This design comes from an exercise in tuning for small area on the open sky130 flow, not from production work. The RTL was checked by simulation tests, not by an equivalence proof against the original design. Power is estimated from default activity; no workload was simulated.

### design/flow/config.mk
export PLATFORM = sky130hd
export DESIGN_NAME = svm_core
export DESIGN_NICKNAME = svm_core
export VERILOG_FILES = /design/flow/design.v
export SDC_FILE = /design/flow/constraint.sdc
export NUM_CORES = 8
export LEC_CHECK = 0
export CAP_MARGIN = 20
export CORE_MARGIN = 2
export CORE_UTILIZATION = 60
export SLEW_MARGIN = 20
export SYNTH_HIERARCHICAL = 1
### design/flow/constraint.sdc
create_clock -name core_clock -period 20.0 [get_ports {clk}]
set_input_delay 4.0000 -clock core_clock [delete_from_list [all_inputs] [get_ports {clk}]]
set_output_delay 4.0000 -clock core_clock [all_outputs]
set_load 0.01 [all_outputs]
### design/flow/design.v
module svm_dec5 (
    input  wire [4:0]  s,
    output wire [31:0] oh
);
    assign oh = 32'd1 << s;
endmodule
module svm_aoi222 (
    input  wire a0, s0, a1, s1, a2, s2,
    output wire y
);
    assign y = ~((a0 & s0) | (a1 & s1) | (a2 & s2));
endmodule
module svm_mux2i (
    input  wire a, b, s,
    output wire y
);
    assign y = ~(s ? b : a);
endmodule
module svm_rfbit (
    input  wire [31:0] d,
    input  wire [31:0] oh,
    output wire        o_n
);
    wire [10:0] y;
    genvar g;
    generate
        for (g = 0; g < 10; g = g + 1) begin : g_a
            svm_aoi222 u (.a0(d[3*g]), .s0(oh[3*g]), .a1(d[3*g+1]), .s1(oh[3*g+1]),
                          .a2(d[3*g+2]), .s2(oh[3*g+2]), .y(y[g]));
        end
    endgenerate
    assign y[10] = ~((d[30] & oh[30]) | (d[31] & oh[31]));
    assign o_n = ~(~&y[3:0] | ~&y[7:4] | ~&y[10:8]);
endmodule
module svm_rfmux (
    input  wire [1023:0] d,
    input  wire [31:0]   oh,
    output wire [31:0]   o_n
);
    genvar i, r;
    generate
        for (i = 0; i < 32; i = i + 1) begin : g_bit
            wire [31:0] col;
            for (r = 0; r < 32; r = r + 1) begin : g_r
                assign col[r] = d[r*32 + i];
            end
            svm_rfbit u (.d(col), .oh(oh), .o_n(o_n[i]));
        end
    endgenerate
endmodule
module svm_rot32 (
    input  wire [31:0] d_n,
    input  wire [4:0]  n,
    output wire [31:0] o
);
    wire [31:0] s [0:5];
    assign s[0] = d_n;
    genvar st, i;
    generate
        for (st = 0; st < 5; st = st + 1) begin : g_st
            for (i = 0; i < 32; i = i + 1) begin : g_i
                svm_mux2i u (.a(s[st][i]), .b(s[st][(i + 32 - (1 << st)) % 32]), .s(n[st]), .y(s[st+1][i]));
            end
        end
    endgenerate
    assign o = s[5];
endmodule
module svm_mux4 (
    input  wire [3:0] d,
    input  wire [1:0] s,
    output wire       o
);
    assign o = d[s];
endmodule
module svm_mux32 (
    input  wire [31:0] d,
    input  wire [4:0]  s,
    output wire        o_n
);
    wire [7:0] l1;
    wire [1:0] l2;
    genvar g;
    generate
        for (g = 0; g < 8; g = g + 1) begin : g_l1
            svm_mux4 u (.d(d[4*g +: 4]), .s(s[1:0]), .o(l1[g]));
        end
        for (g = 0; g < 2; g = g + 1) begin : g_l2
            svm_mux4 u (.d(l1[4*g +: 4]), .s(s[3:2]), .o(l2[g]));
        end
    endgenerate
    svm_mux2i u_l3 (.a(l2[0]), .b(l2[1]), .s(s[4]), .y(o_n));
endmodule
module svm_core (
    input  wire        clk,
    input  wire        rst,
    input  wire [31:0] entry,
    input  wire [1:0]  break_mode,
    output wire        mem_req,
    output wire        mem_we,
    output wire [31:0] mem_addr,
    output wire [31:0] mem_wdata,
    input  wire        mem_ack,
    input  wire [31:0] mem_rdata,
    output wire        sys_req,
    output wire [2:0]  sys_n,
    output wire [31:0] sys_a0,
    output wire [31:0] sys_a1,
    output wire [31:0] sys_a2,
    output wire [31:0] sys_a3,
    input  wire        sys_ack,
    input  wire [31:0] sys_result,
    output wire        brk_valid,
    output wire [31:0] brk_addr,
    output wire [2:0]  status,
    output wire [31:0] trap_addr,
    output wire [31:0] trap_info,
    input  wire [4:0]  dbg_sel,
    output wire [31:0] dbg_data
);
    localparam S_INIT = 4'd0, S_EXEC = 4'd1, S_SHIFT = 4'd2, S_PC = 4'd3,
               S_TRAP = 4'd4, S_HALT = 4'd5, S_FWAIT = 4'd6, S_MWAIT = 4'd7,
               S_SWAIT = 4'd8, S_LWB = 4'd9;
    localparam TK_FETCH0 = 3'd0, TK_FETCH2 = 3'd1, TK_LOAD = 3'd2, TK_STORE = 3'd3,
               TK_SYSBUF = 3'd4, TK_SYSNUM = 3'd5, TK_EXIT = 3'd6, TK_BREAK = 3'd7;
    reg  [4:0]  ph;
    reg  [3:0]  S;
    reg         W;           
    reg  [2:0]  tk;
    reg  [2:0]  status_r;
    reg         xf;          
    reg  [31:0] T;
    reg  [31:0] IR;
    reg         cb;          
    reg         c, f1, f2, pcc;
    reg  [4:0]  sreg;
    reg  [31:0] ring [0:31];
    wire [4:0]  k    = ph;
    wire        ph31 = &ph;
    wire        pass = (S == S_INIT) || (S == S_EXEC) || (S == S_SHIFT) ||
                       (S == S_PC) || (S == S_TRAP) || (S == S_LWB);
    wire        act  = !W && pass;       
    wire        last = act && ph31;      
    wire [4:0] pair = IR[5:1];
    wire std = !cb;
    wire p_alu_r  = (pair >= 5'd1 && pair <= 5'd8);
    wire p_alu_i  = (pair >= 5'd9 && pair <= 5'd16);
    wire p_li     = (pair == 5'd17);
    wire p_lui    = (pair == 5'd18);
    wire p_load   = (pair == 5'd19);
    wire p_store  = (pair == 5'd20);
    wire p_br     = std ? (pair >= 5'd21 && pair <= 5'd28) : (pair == 5'd21 || pair == 5'd22);
    wire p_call   = (pair == 5'd29);
    wire p_break  = (pair == 5'd30);
    wire p_mv     = cb && (pair == 5'd0);
    wire illegal  = std ? (pair == 5'd0 || pair == 5'd31)
                        : ((pair >= 5'd23 && pair <= 5'd28) || pair == 5'd31);
    wire [2:0] po = pair[2:0];
    wire is_aluop = p_alu_r || p_alu_i;
    wire is_shift = is_aluop && (po == 3'd6 || po == 3'd7 || po == 3'd0);
    wire is_pass  = p_mv || p_li || p_lui;
    wire is_alu   = (is_aluop && !is_shift) || is_pass;    
    wire use_imm  = p_alu_i || p_li || p_lui || p_load || p_store;
    wire [4:0] f_10_6  = IR[10:6];
    wire [4:0] f_15_11 = IR[15:11];
    wire [4:0] f_20_16 = IR[20:16];
    wire [4:0] f_8_6   = {2'b00, IR[8:6]};
    wire [4:0] f_11_9  = {2'b00, IR[11:9]};
    wire [2:0] n3     = std ? IR[18:16] : IR[11:9];
    wire       n_big  = std ? (|IR[31:19] || IR[18:16] > 3'd5) : (|IR[15:12] || IR[11:9] > 3'd5);
    wire       n_zero = (n3 == 3'd0) && !n_big;
    wire       n_x4   = (n3 == 3'd3 || n3 == 3'd5);    
    wire       n_nobuf = (n3 == 3'd4);
    wire [4:0] rd_f = (std || p_mv || p_alu_r) ? f_10_6 : f_8_6;
    wire [3:0]  j4    = k[3:0];
    wire [15:0] ir_hi = IR[31:16];
    wire [6:0]  ir_c7 = IR[15:9];
    wire [3:0]  ir_c4 = IR[15:12];
    wire hi16 = ir_hi[j4];
    wire c7   = ir_c7[j4[2:0]];
    reg  imm_bit;
    always @(*) begin
        imm_bit = 1'b0;
        if (std) begin
            if (p_lui) imm_bit = k[4] & hi16;
            else       imm_bit = k[4] ? IR[31] : hi16;
        end else if (p_lui) begin
            imm_bit = k[4] && !j4[3] && (j4[2:0] != 3'd7) && c7;
        end else if (p_load || p_store || p_br) begin
            imm_bit = (k[4:2] == 3'd0) ? ir_c4[k[1:0]] : IR[15];
        end else begin
            imm_bit = (k[4:3] == 2'd0 && k[2:0] != 3'd7) ? c7 : IR[15];
        end
    end
    reg  [4:0] a_sel, b_sel;
    always @(*) begin
        if (S == S_TRAP)              a_sel = 5'd4;
        else if (p_call)              a_sel = n_x4 ? 5'd4 : 5'd5;
        else if (std)                 a_sel = p_br ? f_10_6 : f_15_11;
        else if (p_load || p_store)   a_sel = f_11_9;
        else if (p_alu_i || p_br)     a_sel = f_8_6;
        else                          a_sel = f_10_6;
        if (p_call)                   b_sel = n_x4 ? 5'd5 : 5'd6;
        else if (std && !p_br)        b_sel = f_20_16;
        else                          b_sel = f_15_11;
    end
    wire [31:0] taps;
    genvar gt;
    generate
        for (gt = 0; gt < 32; gt = gt + 1) begin : g_tap
            assign taps[gt] = ring[gt][0];
        end
    endgenerate
    wire a_tap_n, b_tap_n;
    svm_mux32 u_ta (.d(taps), .s(a_sel), .o_n(a_tap_n));
    svm_mux32 u_tb (.d(taps), .s(b_sel), .o_n(b_tap_n));
    wire a_tap = ~a_tap_n;
    wire b_tap = ~b_tap_n;
    wire p_tap = taps[0];
    wire br_zero  = p_br && (!std || po == 3'd5 || po == 3'd6);
    wire br_sgn   = p_br && std && (po == 3'd1 || po == 3'd2);
    wire br_usec  = (po == 3'd1 || po == 3'd2 || po == 3'd3 || po == 3'd4);
    wire sub      = p_br || (is_aluop && po == 3'd2);
    wire b_raw    = use_imm ? imm_bit : (br_zero ? 1'b0 : b_tap);
    wire b_call   = n_nobuf ? 1'b0 : b_tap;
    wire b_op     = p_call ? b_call : b_raw;
    wire a_x      = a_tap ^ (br_sgn && ph31);
    wire b_x      = b_op ^ sub ^ (br_sgn && ph31);
    wire c_in     = (k == 5'd0) ? sub : c;
    wire sum      = a_x ^ b_x ^ c_in;
    wire c_out    = (a_x & b_x) | (a_x & c_in) | (b_x & c_in);
    reg  res;
    always @(*) begin
        if (is_pass)                                   res = b_op;
        else if (is_aluop && po == 3'd3)               res = a_tap & b_op;
        else if (is_aluop && po == 3'd4)               res = a_tap | b_op;
        else if (is_aluop && po == 3'd5)               res = a_tap ^ b_op;
        else                                           res = sum;
    end
    wire f1_in = ((k == 5'd0) ? 1'b0 : f1) | (p_call ? b_call : (a_tap ^ b_op));
    wire f2_in = ((k == 5'd0) ? 1'b0 : f2) | sum;
    wire br_val = br_usec ? c : f1;
    wire taken  = po[0] ? !br_val : br_val;
    wire buf_fault = f1_in & c_out & f2_in;
    wire       sll     = (po == 3'd6);
    wire [4:0] kk      = sll ? k : ~k;
    wire       sh_ok   = (kk >= sreg);
    wire [4:0] sh_idx  = sll ? (5'd0 - sreg) : sreg;
    wire       sh_fill = (po == 3'd0) & c;
    wire       t_at_n;
    svm_mux32 u_tt (.d(T), .s(sh_idx), .o_n(t_at_n));
    wire       shres   = sh_ok ? ~t_at_n : sh_fill;
    wire ilen_bit = cb ? (k == 5'd1) : (k == 5'd2);
    reg  inc_bit;
    always @(*) begin
        if (S == S_TRAP)                   inc_bit = (k == 5'd1);
        else if (S == S_PC && p_br)        inc_bit = taken ? imm_bit : ilen_bit;
        else if (S == S_PC && is_shift && rd_f == 5'd0) inc_bit = 1'b0;
        else                               inc_bit = ilen_bit;
    end
    wire pcc_in = (k == 5'd0) ? 1'b0 : pcc;
    wire pcsum  = p_tap ^ inc_bit ^ pcc_in;
    wire pcc_out = (p_tap & inc_bit) | (p_tap & pcc_in) | (inc_bit & pcc_in);
    wire entry_k_n;
    svm_mux32 u_te (.d(entry), .s(k), .o_n(entry_k_n));
    wire entry_k = ~entry_k_n;
    reg        we;           
    reg  [4:0] wsel;
    reg        wbit;
    reg        p_we;         
    reg        p_in;
    reg        t_sh;         
    reg        t_in;
    reg        ir_sh;
    reg        ir_in;
    always @(*) begin
        we = 1'b0; wsel = rd_f; wbit = res; p_we = 1'b0; p_in = pcsum;
        t_sh = 1'b0; t_in = pcsum; ir_sh = 1'b0; ir_in = 1'b0;
        if (act) begin
            case (S)
                S_INIT: begin
                    we = 1'b1; wsel = 5'd1; wbit = (k >= 5'd2);
                    p_we = 1'b1; p_in = entry_k;
                    t_sh = 1'b1; t_in = entry_k;
                end
                S_EXEC: begin
                    if (is_alu) begin
                        we = 1'b1;
                        p_we = 1'b1; p_in = (rd_f == 5'd0) ? res : pcsum;
                        t_sh = 1'b1; t_in = p_in;
                    end else if (is_shift) begin
                        t_sh = 1'b1; t_in = a_tap;
                    end else if (p_load || p_store) begin
                        t_sh = 1'b1; t_in = sum;
                    end else if (p_call) begin
                        t_sh = !n_big && !n_zero; t_in = a_tap;
                    end else if (p_break && !illegal) begin
                        p_we = 1'b1;
                        t_sh = !break_mode[1]; t_in = pcsum;
                    end
                end
                S_SHIFT: begin
                    we = 1'b1; wbit = shres;
                    p_we = (rd_f == 5'd0); p_in = shres;
                    t_sh = 1'b1; t_in = T[0];
                end
                S_LWB: begin
                    we = 1'b1; wsel = sreg; wbit = IR[0];
                    ir_sh = 1'b1;
                    p_we = 1'b1; p_in = (sreg == 5'd0) ? IR[0] : pcsum;
                    t_sh = 1'b1; t_in = p_in;
                end
                S_PC: begin
                    if (p_call) begin
                        we = 1'b1; wsel = 5'd3; wbit = T[0];
                    end
                    p_we = 1'b1;
                    t_sh = 1'b1;
                end
                S_TRAP: begin
                    ir_sh = 1'b1;
                    t_sh = (tk == TK_FETCH2);
                    case (tk)
                        TK_LOAD:   ir_in = (k == 5'd0);
                        TK_STORE:  ir_in = (k == 5'd1);
                        TK_SYSBUF: ir_in = (k < 5'd2);
                        TK_SYSNUM: ir_in = cb ? ((k < 5'd7) & IR[9]) : ((k < 5'd16) & IR[16]);
                        TK_EXIT:   ir_in = a_tap;
                        default:   ir_in = 1'b0;
                    endcase
                end
                default: ;
            endcase
        end
    end
    wire [31:0] T_nx = t_sh ? {t_in, T[31:1]} : T;
    wire a_hi  = &T_nx[31:2];
    wire a_ff  = a_hi & T_nx[1] & T_nx[0];
    wire a_gt  = a_hi & (T_nx[1] | T_nx[0]);        
    wire end_instr = (S == S_INIT) || (S == S_PC) || (S == S_LWB) ||
                     (S == S_EXEC && !illegal && (is_alu || (p_break && !break_mode[1])));
    wire fetch_now = (last && end_instr && !a_ff) || (S == S_FWAIT);
    wire ls_now    = (last && S == S_EXEC && !illegal && (p_load || p_store) && !a_gt) || (S == S_MWAIT);
    wire call_go   = last && S == S_EXEC && !illegal && p_call && !n_big && !n_zero && !buf_fault;
    wire sys_now   = call_go || (S == S_SWAIT);
    assign mem_req  = fetch_now || ls_now;
    assign mem_we   = ls_now && p_store;
    assign mem_addr = T_nx;
    assign sys_req  = sys_now;
    assign sys_n    = n3;
    wire freeze = !rst && (ph31 ? (sys_now && !sys_ack) : xf);
    wire [4:0]  wsel2 = (S == S_HALT) ? dbg_sel : (std ? f_10_6 : f_8_6);
    wire [31:0] oh;
    svm_dec5 u_dec (.s(wsel2), .oh(oh));
    wire [1023:0] rf_flat;
    genvar g;
    generate
        for (g = 0; g < 32; g = g + 1) begin : g_flat
            assign rf_flat[g*32 +: 32] = ring[g];
        end
    endgenerate
    wire [31:0] M_n;
    svm_rfmux u_mux (.d(rf_flat), .oh(oh), .o_n(M_n));
    wire [31:0] rd_par;
    svm_rot32 u_rot (.d_n(M_n), .n(ph), .o(rd_par));
    assign mem_wdata = rd_par;
    assign dbg_data  = rd_par;
    assign sys_a0 = {ring[4][0], ring[4][31:1]};
    assign sys_a1 = {ring[5][0], ring[5][31:1]};
    assign sys_a2 = {ring[6][0], ring[6][31:1]};
    assign sys_a3 = {ring[7][0], ring[7][31:1]};
    assign brk_valid = act && k == 5'd0 && S == S_EXEC && !illegal && p_break && (break_mode != 2'd0);
    assign brk_addr  = T;
    assign status    = status_r;
    assign trap_addr = T;
    assign trap_info = IR;
    integer r;
    always @(posedge clk) begin
        for (r = 0; r < 32; r = r + 1) begin
            if (!(freeze && r >= 4 && r <= 7)) begin
                if (r == 0)
                    ring[r] <= {p_we ? p_in : ring[r][0], ring[r][31:1]};
                else
                    ring[r] <= {(we && wsel == r) ? wbit : ring[r][0], ring[r][31:1]};
            end
        end
    end
    wire fetch_ack = fetch_now && mem_ack;
    wire ls_ack    = ls_now && mem_ack;
    wire sys_ack_i = sys_now && sys_ack;
    always @(posedge clk) begin
        if (fetch_ack) begin
            IR <= {mem_rdata[0] ? 16'b0 : mem_rdata[31:16], mem_rdata[15:0]};
            cb <= mem_rdata[0];
        end else if (ls_ack && !p_store) begin
            IR <= mem_rdata;
        end else if (ir_sh) begin
            IR <= {ir_in, IR[31:1]};
        end
        if (sys_ack_i)
            T <= sys_result;
        else if (t_sh)
            T <= {t_in, T[31:1]};
        if (act) begin
            pcc <= pcc_out;
            if (S == S_EXEC) begin
                if (k < 5'd5) sreg <= {is_shift ? b_op : rd_f[k], sreg[4:1]};
                if (is_shift) begin
                    c <= a_tap;
                end else begin
                    c <= c_out;
                end
                f1 <= f1_in;
                f2 <= f2_in;
            end
        end
    end
    always @(posedge clk) begin
        if (rst) begin
            ph       <= 5'd0;
            S        <= S_INIT;
            W        <= 1'b0;
            status_r <= 3'd0;
            xf       <= 1'b0;
            tk       <= TK_FETCH0;
        end else begin
            ph <= ph + 5'd1;
            xf <= freeze;
            if (W) begin
                if (ph31) W <= 1'b0;
            end else if (fetch_now) begin
                if (mem_ack) begin
                    S  <= (!mem_rdata[0] && a_gt) ? S_TRAP : S_EXEC;
                    tk <= TK_FETCH2;
                    W  <= !ph31;
                end else begin
                    S <= S_FWAIT;
                end
            end else if (ls_now) begin
                if (mem_ack) begin
                    S <= p_store ? S_PC : S_LWB;
                    W <= !ph31;
                end else begin
                    S <= S_MWAIT;
                end
            end else if (sys_now) begin
                if (sys_ack) begin
                    S <= S_PC;
                    W <= !ph31;
                end else begin
                    S <= S_SWAIT;
                end
            end else if (last) begin
                case (S)
                    S_INIT, S_PC, S_LWB: begin
                        S <= S_TRAP; tk <= TK_FETCH0;
                    end
                    S_EXEC: begin
                        if (illegal) begin
                            status_r <= 3'd1; S <= S_HALT;
                        end else if (is_alu) begin
                            S <= S_TRAP; tk <= TK_FETCH0;
                        end else if (is_shift) begin
                            S <= S_SHIFT;
                        end else if (p_load || p_store) begin
                            S <= S_TRAP; tk <= p_load ? TK_LOAD : TK_STORE;
                        end else if (p_br) begin
                            S <= S_PC;
                        end else if (p_call) begin
                            S <= S_TRAP;
                            tk <= n_big ? TK_SYSNUM : n_zero ? TK_EXIT : TK_SYSBUF;
                        end else begin
                            S <= S_TRAP; tk <= break_mode[1] ? TK_BREAK : TK_FETCH0;
                        end
                    end
                    S_SHIFT: S <= S_PC;
                    S_TRAP: begin
                        S <= S_HALT;
                        case (tk)
                            TK_SYSNUM: status_r <= 3'd4;
                            TK_EXIT:   status_r <= 3'd6;
                            TK_BREAK:  status_r <= 3'd5;
                            default:   status_r <= 3'd3;
                        endcase
                    end
                    default: ;
                endcase
            end
        end
    end
endmodule
### design/flow/flow/run.sh
#!/bin/bash
# Own layout flow: the standard ORFS flow, with small port buffers, a
# leaner clock tree and gate downsizing after placement. Every tool's output
# goes to a log of its own.
set -euo pipefail
here=$(pwd)
export BUFFER_PORTS_ARGS="-buffer_cell sky130_fd_sc_hd__buf_1"
export CTS_ARGS="-sink_clustering_enable -repair_clock_nets -dont_use_dummy_load -sink_clustering_size 26 -sink_clustering_max_diameter 100"
export POST_RESIZE_TCL="$here/flow/recover.tcl"
bash standard.sh > standard_flow.log 2>&1
### design/flow/flow/recover.tcl
# area recovery after placement resizing: downsize gates off the critical paths
estimate_parasitics -placement
repair_timing -recover_power 100 -verbose
### design/flow/standard.sh
#!/bin/bash
# synth_recipe.tcl (not shown) runs the flow's synth.tcl, then flattens the netlist and writes it again
# the make line also repeats each setting of config.mk as NAME=value (left out here)
make -C /OpenROAD-flow-scripts/flow DESIGN_CONFIG=/design/flow/config.mk WORK_HOME=/design/flow/orfs CLKGATE_MAP_FILE= SYNTH_SCRIPT=/design/flow/synth_recipe.tcl "${@:-finish}"
==> summary.txt, run 1 <==
* Status: finished clean
* Gates resized, CTS repair at 0
* Max-Cap Viols at 0
* Setup Crit Path Kind: flop to primary output
* # Post-CTS Setup Buffers at 0
* Clock sinks at 1115
* Most numerous cell in the Yosys netlist: dfxtp_1
* Yosys cell types at 91
* Core ar. at 62700 µm²
* Die X at 255 µm
* Finished Core Util at 64.8%
* Layout net count at 3209
* Dpl hpwl at 78500 µm
* Die area at 65100 µm²
* Type of the tightest min-delay check: flop to flop
* Worst slew pin tran at 1.13 ns
* TritonCTS clock tree: built
* DRC violations left at 0
* Remaining antenna violation count at 0
* Sequential share of power at 58.4%
* Synth Cell Area at 37900 µm²
* EDFF count, synth at 170
* Ys async rst share at 0%
* Post-route setup slack at 7.07 ns
* Port bufs at 436
* DR pass1 iterations at 14
* Initial DRC count at 3717
* Seq/Total Area, Yosys at 63.4%
* CP delay by family, top: compound AO/OA/AOI/OAI gates
* Via count at 25900
* Dominant cells by area after synthesis: dfxtp_1 (50%), edfxtp_1 (13%), a222oi_1 (8.5%)
* WP buf/inv at 4
* Post-synth top area share at 50.0%
* Worst rel slew slack at 24.3%
* Yosys warning count at 9
* Switch share at 28.5%
* PwrDens at 109 nW/µm²
* Required time of the worst setup path at 16.00 ns
* Pins Over Slew Limit at 0
* Final worst path period share at 64.7%
* Clk Latency, worst-skew pair at 0.65 ns
* Sw power at 1260 µW
* Wirelength, routed at 110000 µm
* Total global-route track usage at 32.9%
* Setup violations, final at 0
* DIE HEIGHT at 255 µm
* Drt wl/cell at 28.0 µm
* Crit path launch type: flop
* Syn nets at 2917
* CTS Buffer Depth at 3
* CTS clk-pin slew, worst paths at 0.09 ns
* Worst EP arrival at 8.93 ns
* Cell Rows at 92
* Antenna violations before repair at 2
* Post-DR vias/cell at 6.59
* RSZ-0062 raised after global routing: false
* Mapped Cells at 2793
* Number of fill cells at 4844
* CTS HTree Levels at 2
* Root buf cell: clkbuf_16
* Clk pwr share at 24.6%
* CP max stage cell: nor3_1
* Vias in the first global route at 24600
* Initial Utilization at 60.4%
* RePlAce Congestion at 1.02
* I/O pin count at 437
* Global-route wire length before repair at 161000 µm
* Final Hold Vio Count at 0
* Setup_tns at 0 ns
* Largest net degree at the start of global routing at 68
* Post-synth top cells: dfxtp_1 (945), a222oi_1 (320), buf_4 (194)
* CP max stage delay at 0.62 ns
* Yosys top cell by area: dfxtp_1
* Synthesis-to-layout area growth at 7.33%
* Hold buffer count at CTS at 0
* Fmax at 77.3 MHz
* FF+latch count, synth at 1115
* Layout cells sized above 1 at 10.4%
* CP endpoint kind: primary output
* Crit path time final at 12.93 ns
* Num CTS Buffers at 50
* Clock skew at 0.0851 ns
* Max FO, Critical Path at 31
* Logic pwr share at 17.0%
* Dominant synthesized flop cell: dfxtp_1
* Place WS at 5.46 ns
* Avg Cell Area, Syn at 13.6 µm²
* Cell Int Power at 3170 µW
* Leakage power total at 0.0147 µW
* Grt total ovfl at 0
* Maximum VDD drop at 0.0970 mV
## final timing paths
kind                      end  cells past startpoint         from  slack [ns]
setup / recovery       mem_we                     26        IR[1]        7.07
hold / removal    ring[9][27]                      0  ring[9][28]        0.31
setup reg to reg       IR[14]                     29        IR[1]       10.97
hold reg to reg   ring[9][27]                      0  ring[9][28]        0.31
## registers in the layout (all words and copies together), names as in the netlist, 3 cells and up
signal    cells
ring       1024
IR           32
T            32
ph            5
sreg          5
S             4
status_r      3
tk            3
## metrics by stage
step | instances | power [µW] | hold slack [ns] | cell area (µm²)
after global placement | 3874 | 3360 | 0.333 | 39400
after detailed placement | 3874 | 3370 | 0.336 | 39200
after global routing | 3930 | 4590 | 0.315 | 40600
final | 3931 | 4430 | 0.313 | 40600
after floorplan | 2793 | 3110 | 0.330 | 37900
after CTS | 3924 | 4430 | 0.309 | 40500
## layout make-up
class	instances	area (µm²)	share of cell area (%)
diodes	2	5.00	0.0123
flip-flops and latches	1115	24000	59.1
repair buffers	489	2080	5.12
well taps	846	1060	2.60
clock buffers	50	1250	3.08
inverters	32	120	0.296
multi-input cells	1397	12100	29.8
## Yosys stat by module (local to each module, per instance), a selection
module | cells inside | copies in the design
svm_core | 2062 | 1
svm_dec5 | 47 | 1
svm_mux2i | 1 | 164
svm_mux4 | 1 | 40
svm_aoi222 | 1 | 320
svm_rfbit | 5 | 32
## metal layers
metal  wire length [µm]  global-route usage, %  part of all wire, %  vias to the layer above
met3               7890                   4.59                  7.2                      210
li1                   -                      -                    -                    11400
met4               4310                   12.5                  3.9                        0
met1              45600                   44.6                   41                    13000
met2              52300                   53.8                   47                     1289
met5                  0                      0                    0                        -
## worst reg2reg max path: cells and delay by family, from the launching register on
| kind | cells | cell delay [ns] |
|---|---|---|
| fa+ha+maj | 1 | 0.62 |
| simple gates | 4 | 1.15 |
| compound gates | 11 | 2.71 |
| buf+inv | 6 | 1.50 |
| mux | 5 | 2.07 |
| flops | 1 | 0.37 |
| xor+xnor | 2 | 0.38 |
## cell usage in the layout (no fill, tap or decap), drive strengths merged, types with 32 or more instances in the layout
cell type  count
dfxtp        945
buf          475
a222oi       320
mux2i        180
edfxtp       170
nand2        119
mux2         116
nor2          96
nand4         80
clkbuf        64
a22o          49
o21ai         45
mux4          44
a21oi         44
nor4          43
inv           32
## power by group through the flow
stage | Clock, µW | Sequential, µW | Combinational, µW
final | 1090 | 2590 | 751
after global placement | 0 | 2630 | 730
after detailed placement | 0 | 2630 | 734
after floorplan | 0 | 2580 | 531
after CTS | 1100 | 2580 | 738
after global routing | 1180 | 2610 | 800
## kinds of logic after synthesis
| family | after synthesis | share of synthesized area [%] |
|---|---|---|
| AOI/OAI and AO/OA | 548 | 12.9 |
| xor gates and xnor gates | 17 | 0.393 |
| adders and majority gates | 17 | 0.601 |
| buffers and inverters | 281 | 4.79 |
| DFF | 1115 | 63.4 |
| muxes | 340 | 10.8 |
| and+or+nand+nor | 475 | 7.07 |
==> run 2, diff against run 1 <==
--- a/design/flow/config.mk
+++ b/design/flow/config.mk
@@ -6,7 +6,7 @@
 export NUM_CORES = 8
 export LEC_CHECK = 0
-export CAP_MARGIN = 20
+export CAP_MARGIN = 0
 export CORE_MARGIN = 2
 export CORE_UTILIZATION = 60
-export SLEW_MARGIN = 20
+export SLEW_MARGIN = 0
 export SYNTH_HIERARCHICAL = 1
==> run 2 against run 1 <==
Against the previous run: clock-buffer cell count unchanged; wire length rose by 0.12%; clock power about the same; clock skew rose by 0.0012 ns; total power is 0.18% lower; sequential power about the same; hold slack worse by 0.0059 ns; die area unchanged; core utilization down 0.17 points; synthesized cell count did not move; register-to-register slack worse by 0.98 ns; final area shrank 0.26%; critical path type unchanged; largest power group unchanged.
==> summary.txt, run 2 <==
* Layout cells sized above 1 at 10.1%
* Synthesis-to-layout area growth at 7.06%
* DIE HEIGHT at 255 µm
* Layout net count at 3205
* Total global-route track usage at 32.9%
* DR pass1 iterations at 14
* Hold buffer count at CTS at 0
* Num CTS Buffers at 50
* Yosys cell types at 91
* Setup violations, final at 0
* Die X at 255 µm
* Vias in the first global route at 24600
* Initial DRC count at 3899
* I/O pin count at 437
* Status: finished clean
* Worst EP arrival at 9.28 ns
* Antenna violations before repair at 2
* Initial Utilization at 60.4%
* Core ar. at 62700 µm²
* Setup_tns at 0 ns
* Worst rel slew slack at 7.38%
* RePlAce Congestion at 1.02
* Max FO, Critical Path at 27
* Setup Crit Path Kind: flop to primary output
* Largest register FFs at 1024
* TritonCTS clock tree: built
* GRT busiest layer: met2
* # Post-CTS Setup Buffers at 0
* RSZ-0062 raised after global routing: false
* Met3 usage at 4.59%
* Synth Cell Area at 37900 µm²
* Fmax at 75.3 MHz
* Type of the tightest min-delay check: flop to flop
* PwrDens at 109 nW/µm²
* Final instance area at 40500 µm²
* Root buf cell: clkbuf_16
* Remaining antenna violation count at 0
* Final worst path period share at 66.4%
* EDFF count, synth at 170
* Fin cells at 3927
* Post-synth top cells: dfxtp_1 (945), a222oi_1 (320), buf_4 (194)
* Mapped Cells at 2793
* Clk Latency, worst-skew pair at 0.65 ns
* R2r worst-path depth at 27
* Worst slew pin tran at 1.39 ns
* Dominant synthesized flop cell: dfxtp_1
* Hold Path Origin: ring[9][28]
* Via count at 25900
* CP endpoint kind: primary output
* Worst R2R End: IR[8]
* Avg Cell Area, Syn at 13.6 µm²
* Leakage power total at 0.0146 µW
* Seq/Total Area, Yosys at 63.4%
* Final Hold Vio Count at 0
* Port bufs at 436
* Required time of the worst setup path at 16.00 ns
* Gates resized, CTS repair at 0
* Met1 GRT Util at 44.6%
* Worst hold slack at 0.307 ns
* Largest Register: ring
* Maximum VDD drop at 0.0969 mV
* Pins Over Slew Limit at 0
* FF+latch count, synth at 1115
* Reg-to-Reg Start: IR[3]
* Yosys warning count at 9
* Syn nets at 2917
* Grt met2 use at 53.8%
* Crit path time final at 13.28 ns
* Ys async rst share at 0%
* Grt total ovfl at 0
* FF-to-FF setup slack at 9.99 ns
* Die area at 65100 µm²
* CTS Buffer Depth at 3
* Dominant cells by area after synthesis: dfxtp_1 (50%), edfxtp_1 (13%), a222oi_1 (8.5%)
* Crit path launch type: flop
* Wirelength, routed at 110000 µm
* Dpl hpwl at 78500 µm
* DRC violations left at 0
* Most frequent cells in the layout: dfxtp_1 (941), buf_1 (436), a222oi_1 (320), mux2i_1 (180), edfxtp_1 (170)
* Global-route wire length before repair at 161000 µm
* Critical path endpoint: mem_we
* Post-route setup slack at 6.72 ns
* Yosys top cell by area: dfxtp_1
* Post-synth top area share at 50.0%
* Clock sinks at 1115
* Crit path launch: IR[3]
* Most numerous cell in the Yosys netlist: dfxtp_1
* Max-Cap Viols at 0
* CTS HTree Levels at 2
* Cell Rows at 92
* CTS clk-pin slew, worst paths at 0.09 ns
* Place WS at 5.46 ns
* Clock skew at 0.0863 ns
* Most common cell after layout, fill and taps aside: dfxtp_1
* Post-DR vias/cell at 6.59
* Drt wl/cell at 28.1 µm
* Largest net degree at the start of global routing at 68
* Top Registers: ring: 1024 flops, IR: 32 flops, T: 32 flops
* Area post-placement at 39200 µm²
* Placed Instances at 3874
-- run 2: area by class of cell --
cell class                 instances  area (µm²)
antenna                            2        5.00
clock buffer                      50        1250
fill                            4860       22200
inverter                          32         120
multi-input combinational       1397       12100
sequential                      1115       24000
tap                              846        1060
timing repair buffer             485        1980
-- run 2: cells by family after synthesis --
family / after synthesis / synth area share (%)
AND/OR/NAND/NOR: 475 / 7.07
flip-flops: 1115 / 63.4
multiplexers: 340 / 10.8
buffers and inverters: 281 / 4.79
adder cells (fa/ha/maj): 17 / 0.601
AO/OA/AOI/OAI: 548 / 12.9
XOR/XNOR: 17 / 0.393
-- run 2: worst min path at each step --
stage                        end  slack [ns]  cells past startpoint
floorplan             ring[0][0]        0.33                      0
global placement     ring[0][13]        0.33                      0
detailed placement  ring[21][13]        0.34                      0
CTS                 ring[27][26]        0.31                      0
global route        ring[11][27]        0.31                      0
finish               ring[9][27]        0.31                      0
-- run 2: modules after synthesis (local to each module, per instance), excerpt --
module / cell area (µm²) / flip-flops and latches
svm_dec5: 214 / 0
svm_mux2i: 10.0 / 0
svm_mux4: 22.5 / 0
svm_rfbit: 37.5 / 0
svm_aoi222: 10.0 / 0
svm_core: 30700 / 1115
-- run 2: power by group --
group	internal, µW	total, µW	switching (µW)	leakage (µW)
Clock	447	1090	644	0.000616
Sequential	2430	2590	162	0.00960
Combinational	289	743	454	0.00441
-- run 2: stage by stage --
step / util, % / power (µW)
2_1_floorplan: - / 3110
3_3_place_gp: 62.8 / 3360
3_5_place_dp: 62.6 / 3370
4_1_cts: 64.6 / 4430
5_1_grt: 64.6 / 4580
6_report: 64.6 / 4420
-- run 2: critical path: stages (launching register included) --
cell      delay [ns]
edfxtp_1        0.32
clkbuf_1        0.93
o21a_1          0.35
xnor2_1         0.09
nor3_1          0.64
nor2_1          0.34
mux2i_1         0.20
o21ai_1         0.15
buf_4           0.24
mux4_2          0.58
mux4_2          0.48
mux2i_1         0.43
o21ai_0         0.17
a32oi_1         0.27
a21oi_1         0.23
xor2_1          0.23
fa_1            0.56
a21boi_0        0.20
a21o_1          0.15
mux2_1          0.21
a31oi_1         0.10
nor2_1          0.32
o22ai_1         0.23
a31oi_1         0.55
inv_1           0.15
nor4_1          0.29
buf_1           0.25
-- run 2: layer usage --
layer	vias up	part of all wire [%]
li1	11400	-
met1	12900	41
met2	1309	47
met3	212	7.3
met4	0	4.0
met5	-	0

==> afterwards: timing with drivers on the ports <==
The results above use ideal ports. As a check the final layouts listed here were re-extracted and re-timed, cells and wires unchanged. Step 1 assumes that a clkbuf_16 drives the clock port and a buf_2 every other input. Step 2 times the ports against the registers' clock, not the clock port: input delays grow and output delays shrink by t, the midpoint of the rising clock arrivals with the driver on. a / b / c = ideal ports / drivers / drivers and shift; a / b = the first two.
run	shift t [ns]	setup WS [ns]	hold WS [ns]	worst setup path after step 2	worst data-port slew with drivers (ns)
run 1	0.674	7.070 / 7.003 / 7.174	0.313 / 0.313 / 0.313	input to output	0.09
run 2	0.674	6.723 / 6.656 / 7.170	0.307 / 0.307 / 0.307	input to output	0.08
After both steps setup and hold are still met in every run listed.
